This design comes from an exercise in tuning for small area, a short achievable clock period and few clock cycles on the open sky130 flow, not from production work.
In this exercise RTL edits were held to simulation tests only and were not proved equivalent to the original.
No activity file was given, so power comes from the tool's default toggle rates.

File: run.sh
#!/bin/bash
# synth_recipe.tcl (not shown) runs the flow's synth.tcl, then flattens the netlist and writes it again
# the make line also repeats each setting of config.mk as NAME=value (left out here)
make -C /OpenROAD-flow-scripts/flow DESIGN_CONFIG=/design/flow/config.mk WORK_HOME=/design/flow/orfs CLKGATE_MAP_FILE= SYNTH_SCRIPT=/design/flow/synth_recipe.tcl finish
File: config.mk
export PLATFORM = sky130hd
export DESIGN_NAME = hcpu_core
export DESIGN_NICKNAME = hcpu_core
export VERILOG_FILES = /design/flow/design.v
export SDC_FILE = /design/flow/constraint.sdc
export NUM_CORES = 4
export LEC_CHECK = 0
export CAP_MARGIN = 20
export CORE_MARGIN = 2
export CORE_UTILIZATION = 30
export SLEW_MARGIN = 20
File: constraint.sdc
create_clock -name core_clock -period 10.0 [get_ports {clk}]
set_input_delay 2.0000 -clock core_clock [delete_from_list [all_inputs] [get_ports {clk}]]
set_output_delay 2.0000 -clock core_clock [all_outputs]
set_load 0.01 [all_outputs]
File: design.v
module hcpu_alu (
    input  wire [4:0]  op,
    input  wire [31:0] a,       
    input  wire [31:0] b,       
    input  wire        cin,     
    output reg  [31:0] y,
    output reg         cout,
    output reg         valid
);
    wire [32:0] add_s = {1'b0, a} + {1'b0, b} + {32'd0, cin};
    wire [32:0] sub_s = {1'b0, a} + {1'b0, ~b} + {32'd0, ~cin};
    wire [4:0]  n     = b[4:0];                  
    wire [63:0] rot   = {a, a} >> n;
    always @* begin
        y     = 32'd0;
        cout  = cin;
        valid = 1'b1;
        case (op)
            5'h10: {cout, y} = add_s;                                    
            5'h11: {cout, y} = sub_s;                                    
            5'h12: y = (a > b) ? 32'd1 : ((a == b) ? 32'd0 : 32'hFFFFFFFF);  
            5'h13: y = a & b;                                            
            5'h14: y = a | b;                                            
            5'h15: y = ~a;                                               
            5'h16: y = a >> n;                                           
            5'h17: y = a << n;                                           
            5'h18: y = $unsigned($signed(a) >>> n);                      
            5'h19: y = rot[31:0];                                        
            default: begin                                               
                y     = 32'd0;
                valid = 1'b0;
            end
        endcase
    end
endmodule
module hcpu_core (
    input  wire        clk,
    input  wire        rst,          
    output reg         mem_req,
    output reg         mem_we,
    output reg  [15:0] mem_addr,
    output reg  [1:0]  mem_size,     
    output reg  [31:0] mem_wdata,
    input  wire        mem_gnt,
    input  wire        mem_rvalid,
    input  wire [31:0] mem_rdata,
    output wire        halted,
    output wire        memfault
);
    localparam [31:0] STACK_BASE = 32'h0000_F000;
    localparam [31:0] IRQ_VECTOR = 32'h0000_0040;
    localparam [3:0] ST_START = 4'd0,
                     ST_FETCH = 4'd1,
                     ST_FWAIT = 4'd2,
                     ST_EXEC  = 4'd3,
                     ST_MEM   = 4'd4,
                     ST_MWAIT = 4'd5,
                     ST_DISP  = 4'd6,
                     ST_HALT  = 4'd7,
                     ST_FAULT = 4'd8;
    reg [3:0] state;
    reg [31:0] r [1:5];          
    reg [31:0] sp;
    reg [31:0] pc;
    reg        f_pc_halt, f_pc_double, f_store_reg, f_wfi, f_halt;
    reg        carry;
    reg [15:0] imask, ipend;
    reg [31:0] ir;
    wire [15:0] hi   = ir[15:0];
    wire [15:0] lo   = ir[31:16];
    wire [4:0]  op   = hi[15:11];
    wire [2:0]  rd   = hi[10:8];
    wire [2:0]  ra   = hi[7:5];
    wire [2:0]  rb   = hi[4:2];
    wire [1:0]  mode = hi[1:0];
    function [31:0] rf_read(input [2:0] idx);
        case (idx)
            3'd0:    rf_read = 32'd0;
            3'd6:    rf_read = sp;
            3'd7:    rf_read = pc;
            default: rf_read = r[idx];
        endcase
    endfunction
    wire [31:0] op1 = rf_read(ra);
    reg  [31:0] op2;
    always @* begin
        case (mode)
            2'b00:   op2 = rf_read(rb);
            2'b01:   op2 = {{29{rb[2]}}, rb};
            2'b10:   op2 = {{16{lo[15]}}, lo};
            default: op2 = 32'd0;               
        endcase
    end
    wire is_mem  = (op < 5'h08);
    wire is_flow = (op >= 5'h08) && (op < 5'h0F);
    wire is_alu  = (op >= 5'h0F);
    wire [31:0] alu_y;
    wire        alu_c, alu_valid;
    hcpu_alu u_alu (
        .op(op), .a(op1), .b(op2), .cin(carry),
        .y(alu_y), .cout(alu_c), .valid(alu_valid)
    );
    wire ifault = (mode == 2'b11) || (is_alu && !alu_valid);
    wire        idx_ok  = (op1 < 32'd16);
    wire [3:0]  idx     = op1[3:0];
    wire        mask_bit = idx_ok ? imask[idx] : 1'b0;
    reg  [31:0] acc_addr;
    reg  [1:0]  acc_size;
    reg         acc_we;
    always @* begin
        acc_addr = op1;
        acc_size = 2'd2;
        acc_we   = 1'b0;
        case (op[2:0])
            3'd0: begin acc_size = 2'd0; end                   
            3'd1: begin acc_size = 2'd1; end                   
            3'd2: begin acc_size = 2'd2; end                   
            3'd3: begin acc_size = 2'd0; acc_we = 1'b1; end    
            3'd4: begin acc_size = 2'd1; acc_we = 1'b1; end    
            3'd5: begin acc_size = 2'd2; acc_we = 1'b1; end    
            3'd6: begin acc_addr = sp; acc_we = 1'b1; end      
            default: begin acc_addr = sp; end                  
        endcase
    end
    function in_bounds(input [31:0] a, input [1:0] size);
        case (size)
            2'd0:    in_bounds = (a <= 32'h0000_FFFF);
            2'd1:    in_bounds = (a <= 32'h0000_FFFE);
            default: in_bounds = (a <= 32'h0000_FFFC);
        endcase
    endfunction
    wire acc_ok  = in_bounds(acc_addr, acc_size);
    wire disp_ok = in_bounds(sp, 2'd2);
    reg [31:0] load_val;
    always @* begin
        case (acc_size)
            2'd0:    load_val = {24'd0, mem_rdata[7:0]};
            2'd1:    load_val = {16'd0, mem_rdata[15:0]};
            default: load_val = mem_rdata;
        endcase
    end
    wire [31:0] pc_adv = f_pc_halt ? pc : (pc + (f_pc_double ? 32'd4 : 32'd2));
    always @* begin
        mem_req   = 1'b0;
        mem_we    = 1'b0;
        mem_addr  = pc[15:0];
        mem_size  = 2'd2;
        mem_wdata = 32'd0;
        case (state)
            ST_FETCH: begin
                mem_req  = 1'b1;
                mem_addr = pc[15:0];
                mem_size = 2'd2;
            end
            ST_MEM: begin
                mem_req   = 1'b1;
                mem_we    = acc_we;
                mem_addr  = acc_addr[15:0];
                mem_size  = acc_size;
                mem_wdata = op2;
            end
            ST_DISP: begin
                mem_req   = 1'b1;
                mem_we    = 1'b1;
                mem_addr  = sp[15:0];
                mem_size  = 2'd2;
                mem_wdata = pc;
            end
            default: ;
        endcase
    end
    assign halted   = (state == ST_HALT);
    assign memfault = (state == ST_FAULT);
    task automatic reg_write(input [2:0] i, input [31:0] v);
        begin
            case (i)
                3'd0: ;
                3'd6: sp <= v;
                3'd7: begin pc <= v; f_pc_halt <= 1'b1; end
                default: r[i] <= v;
            endcase
        end
    endtask
    integer k;
    always @(posedge clk) begin
        if (rst) begin
            state       <= ST_START;
            for (k = 1; k <= 5; k = k + 1) r[k] <= 32'd0;
            sp          <= STACK_BASE;
            pc          <= 32'd0;
            f_pc_halt   <= 1'b1;
            f_pc_double <= 1'b0;
            f_store_reg <= 1'b0;
            f_wfi       <= 1'b0;
            f_halt      <= 1'b0;
            carry       <= 1'b0;
            imask       <= 16'h0001;
            ipend       <= 16'h0000;
        end else begin
            case (state)
                ST_START: begin
                    if (f_halt) begin
                        state <= ST_HALT;
                    end else begin
                        pc          <= pc_adv;
                        f_pc_halt   <= 1'b0;
                        f_pc_double <= 1'b0;
                        if (pc_adv > 32'h0000_FFFC) begin
                            f_halt <= 1'b1;
                            state  <= ST_HALT;
                        end else begin
                            state <= ST_FETCH;
                        end
                    end
                end
                ST_FETCH: begin
                    if (mem_gnt) state <= ST_FWAIT;
                end
                ST_FWAIT: begin
                    if (mem_rvalid) begin
                        ir    <= mem_rdata;
                        state <= ST_EXEC;
                    end
                end
                ST_EXEC: begin
                    if ((imask & ipend) != 16'd0) begin
                        state <= disp_ok ? ST_DISP : ST_FAULT;
                    end else if (f_wfi) begin
                        state <= ST_START;
                    end else begin
                        if (mode == 2'b10) f_pc_double <= 1'b1;
                        if (is_mem) begin
                            if (ifault) ipend[0] <= 1'b1;
                            state <= acc_ok ? ST_MEM : ST_FAULT;
                        end else if (is_flow) begin
                            if (ifault) ipend[0] <= 1'b1;
                            case (op)
                                5'h08: if (op1 != 32'd0) begin           
                                    pc        <= op2;
                                    f_pc_halt <= 1'b1;
                                end
                                5'h09: f_wfi <= 1'b1;                    
                                5'h0A: if (idx_ok) imask[idx] <= (op2 != 32'd0);  
                                5'h0C: if (idx_ok) ipend[idx] <= (op2 != 32'd0);  
                                5'h0E: f_halt <= 1'b1;                   
                                default: ;                               
                            endcase
                            if (op == 5'h0B || op == 5'h0D) begin
                                f_store_reg <= 1'b1;
                                reg_write(rd, {31'd0, mask_bit});
                            end else if (f_store_reg) begin
                                reg_write(rd, 32'd0);
                            end
                            state <= (op == 5'h0E) ? ST_HALT : ST_START;
                        end else begin
                            if (ifault) ipend[0] <= 1'b1;
                            if (alu_valid) begin
                                carry       <= alu_c;
                                f_store_reg <= 1'b1;
                                reg_write(rd, alu_y);
                            end else if (f_store_reg) begin
                                reg_write(rd, 32'd0);
                            end
                            state <= ST_START;
                        end
                    end
                end
                ST_MEM: begin
                    if (mem_gnt) begin
                        if (acc_we) begin
                            if (op[2:0] == 3'd6) sp <= sp + 32'd4;
                            if (f_store_reg) reg_write(rd, 32'd0);
                            state <= ST_START;
                        end else begin
                            state <= ST_MWAIT;
                        end
                    end
                end
                ST_MWAIT: begin
                    if (mem_rvalid) begin
                        if (op[2:0] == 3'd7) sp <= sp - 32'd4;
                        f_store_reg <= 1'b1;
                        reg_write(rd, load_val);
                        state <= ST_START;
                    end
                end
                ST_DISP: begin
                    if (mem_gnt) begin
                        sp        <= sp - 32'd4;
                        pc        <= IRQ_VECTOR;
                        f_pc_halt <= 1'b1;
                        f_wfi     <= 1'b0;
                        state     <= ST_START;
                    end
                end
                ST_HALT:  state <= ST_HALT;
                ST_FAULT: state <= ST_FAULT;
                default:  state <= ST_FAULT;
            endcase
        end
    end
endmodule
==> results.json <==
{
  "status": "no timing/DRC/antenna violations",
  "row_count": 128,
  "port_buffers": 89,
  "switching_share": 0.496,
  "die_y_um": 355,
  "largest_reg_flops": 256,
  "core_mm2": 0.122,
  "largest-register": "r",
  "routabilityCongestion": 1.13,
  "drtAntennaViolNets": 0,
  "die_area_mm2": 0.126,
  "p_comb_frac": 0.519,
  "syn_area_per_cell_um2": 8.05,
  "vdd.ir_drop.worst_mv": 0.151,
  "drc_errors": 0,
  "area_growth_pct": 13.3,
  "finalSetupViolCount": 0,
  "crit_slowest_cell": "dfxtp_2",
  "utilization": 0.343,
  "clock_sinks": 400,
  "power.density_mw_per_mm2": 204,
  "synth-edff-count": 288,
  "synth_area_mm2": 0.0369,
  "met3_usage": 0.109,
  "critPathKind": "flip-flop to flip-flop",
  "power_leakage_nw": 14.9,
  "grt_pass1_wl_mm": 288,
  "numCtsBuffers": 46,
  "synth.distinct_cells": 104,
  "hp-class": "flip-flop to flip-flop",
  "grt_use_total": 0.313,
  "endpoint_kind": "flip-flop",
  "power_switching_mw": 4.22,
  "setup_tns_ns": 0,
  "pin_count": 90,
  "synth_area_leaders": "edfxtp_1 23%, dfxtp_1 6.1%, mux2i_1 6.1%",
  "path_cells": "buf_4, mux4_2, mux2i_1, a221oi_1, nor2_1, ha_1, inv_1, o31ai_1, a31oi_1, o211ai_1, nor3_2, buf_4, a2111oi_2, o2111ai_2, a22oi_1, inv_1",
  "finalHoldViolations": 0,
  "fin_skew_ns": 0.0610,
  "arrival_ns": 8.24,
  "clk_path_buf_depth": 3,
  "final_cell_mix": "441 x nor2_1, 430 x nand2_1, 398 x a21oi_1",
  "max_cap_violations": 0,
  "worst_hold_slack_ns": 0.491,
  "required_ns": 10.32,
  "met1_usage": 0.399,
  "overflow": 0,
  "critPathMaxFanout": 36,
  "syn_inst": 4578,
  "yosysTopAreaCell": "edfxtp_1",
  "antenna_found_initial": 10,
  "root_buffer": "clkbuf_16",
  "async_flop_share": 0,
  "post_cts_resized": 0,
  "final_nets": 4739,
  "layout-drive-gt1-share": 0.101,
  "min_period_ns": 7.92,
  "synth_seq_cells": 400,
  "stdcell_count": 6265,
  "min_from": "ipend[9]",
  "busiest_layer": "met2",
  "min_path_cells": 2,
  "start_util": 0.303,
  "yosysWarningCount": 2,
  "grt_pass1_vias": 37800,
  "use_met2": 0.442,
  "cts_hold_repair.buffers": 0,
  "wire_per_inst_um": 33.0,
  "postPlaceCellArea_mm2": 0.0401,
  "maxSlewHeadroom": 0.140,
  "drtIter0Drc": 7732,
  "fin_crit_sh": 0.792,
  "die_w_um": 355,
  "clk_latency_ns": 0.66,
  "dr.pass1.iters": 7,
  "rsz0062_at_grt": "no",
  "path_clk_slew_ns": 0.06,
  "grt_max_degree": 68,
  "final_max_slew_viol_count": 0,
  "dp_hpwl_mm": 154,
  "p_seq_frac": 0.270,
  "cts_max_level": 2,
  "fmax_ghz": 0.126,
  "worst_pin_slew_ns": 1.29,
  "cts_tree": "done",
  "num_vias": 41900,
  "synth-main-ff-cell": "edfxtp_1",
  "internal-power_mw": 4.28,
  "viasPerCell": 6.69,
  "reg2reg_depth": 16,
  "synth-seq-area-share": 0.295,
  "place_inst": 6168,
  "cts_setup_buffers": 0,
  "fin_area_mm2": 0.0418,
  "final_common_cell": "nor2_1",
  "critPathLaunchType": "flip-flop",
  "p_clk_frac": 0.211,
  "cp_slowest_stage_delay_ns": 0.92,
  "finalWirelength_mm": 207,
  "synthDominantCellAreaShare": 0.235
}
-- stage by stage --
step | power [mW] | setup WS (ns)
2_1_floorplan | 4.64 | 4.30
3_3_place_gp | 6.41 | 0.742
3_5_place_dp | 6.41 | 2.53
4_1_cts | 8.20 | 2.49
5_1_grt | 8.69 | 1.98
6_report | 8.50 | 2.08
-- metal layers --
layer	vias up	routed length, um
met5	-	94
met3	806	29700
met2	3464	82500
li1	17400	-
met1	20200	76500
met4	10	17800
-- final cells by class --
class / instances / area [um2]
Timing Repair Buffer: 278 / 2340
Sequential cell: 400 / 10900
Inverter: 133 / 500
Clock inverter: 27 / 334
Fill cell: 12800 / 80100
Tap cell: 1625 / 2030
Antenna cell: 10 / 25.0
Clock buffer: 59 / 1230
Multi-Input combinational cell: 3733 / 24400
-- power by group through the flow --
stage,Clock (mW),Sequential [mW],Combinational (mW)
2_1_floorplan,0,2.01,2.63
3_3_place_gp,0,2.29,4.13
3_5_place_dp,0,2.29,4.12
4_1_cts,1.81,2.26,4.14
5_1_grt,1.87,2.29,4.53
6_report,1.80,2.29,4.41
-- cells by family (layout without fill, tap and decap cells) --
group | count (synthesis) | count (layout) | share of synthesized area
AO/OA/AOI/OAI | 1644 | 1644 | 0.295
AND/OR/NAND/NOR | 1520 | 1520 | 0.193
buffers and inverters | 540 | 497 | 0.0601
flip-flops | 400 | 400 | 0.295
multiplexers | 302 | 302 | 0.104
adder cells (fa/ha/maj) | 111 | 111 | 0.0389
XOR/XNOR | 60 | 60 | 0.0143
other | 1 | 106 | 0.000102
-- worst paths after layout --
check,slack [ns],to
min,0.49,ipend[9]
max reg2reg,2.08,r[0][1]
max,2.08,r[0][1]
min reg2reg,0.49,ipend[9]
-- worst max-delay path: cells and delay by family (launching register included) --
| family | cells | cell delay (ns) |
|---|---|---|
| AOI/OAI and AO/OA | 7 | 3.48 |
| adders and majority gates | 1 | 0.42 |
| buffers and inverters | 4 | 1.18 |
| DFF | 1 | 0.92 |
| muxes | 2 | 0.84 |
| and+or+nand+nor | 2 | 0.69 |
-- cell usage after synthesis, types with 20 or more instances --
cell / count
nand3_1: 113
xnor2_1: 38
nand2_1: 436
xor2_1: 22
a21oi_1: 402
mux4_2: 62
o2111ai_1: 23
buf_2: 81
o21a_1: 23
and3_1: 40
o211ai_1: 69
a31oi_1: 39
o21ai_0: 318
a2111oi_0: 20
nor3_1: 165
nor2_1: 445
nor4_1: 41
dfxtp_1: 112
nor2b_1: 76
and2_1: 28
o21bai_1: 30
a22oi_1: 37
edfxtp_1: 288
buf_1: 35
inv_1: 126
clkbuf_1: 276
mux2i_1: 224
a211oi_1: 98
o221ai_1: 54
ha_1: 105
a21o_1: 23
nand4_1: 40
a221oi_1: 67
or3_1: 33
o31ai_1: 58
o22ai_1: 153
nand2b_1: 27
Testbench counts, summed over its fixed seeds: cycles 328,964.

[afterwards: timing with drivers on the ports]
The flow's constraints put no driver on any port. The routed layout listed below was extracted and timed again, unchanged, in two steps. Step 1 (the two cells are an assumption about what drives the block):
set clk [get_ports {clk}]
set_driving_cell -lib_cell sky130_fd_sc_hd__clkbuf_16 $clk
set_driving_cell -lib_cell sky130_fd_sc_hd__buf_2 [delete_from_list [all_inputs] $clk]
Step 2 times the ports against the registers' clock, not the clock port: input delays grow and output delays shrink by t, the midpoint of the rising clock arrivals with the driver on. Slacks: ideal ports / drivers / drivers and shift; pairs: ideal ports / drivers.
t (ns): 0.696
slack for setup (ns): 2.078 / 2.078 / 2.078
hold slack, ns: 0.491 / 0.491 / 0.491
After both steps setup and hold are still met in this run. The setup slack of this run moves by 0.000 ns with the drivers and by 0.000 ns with both steps.
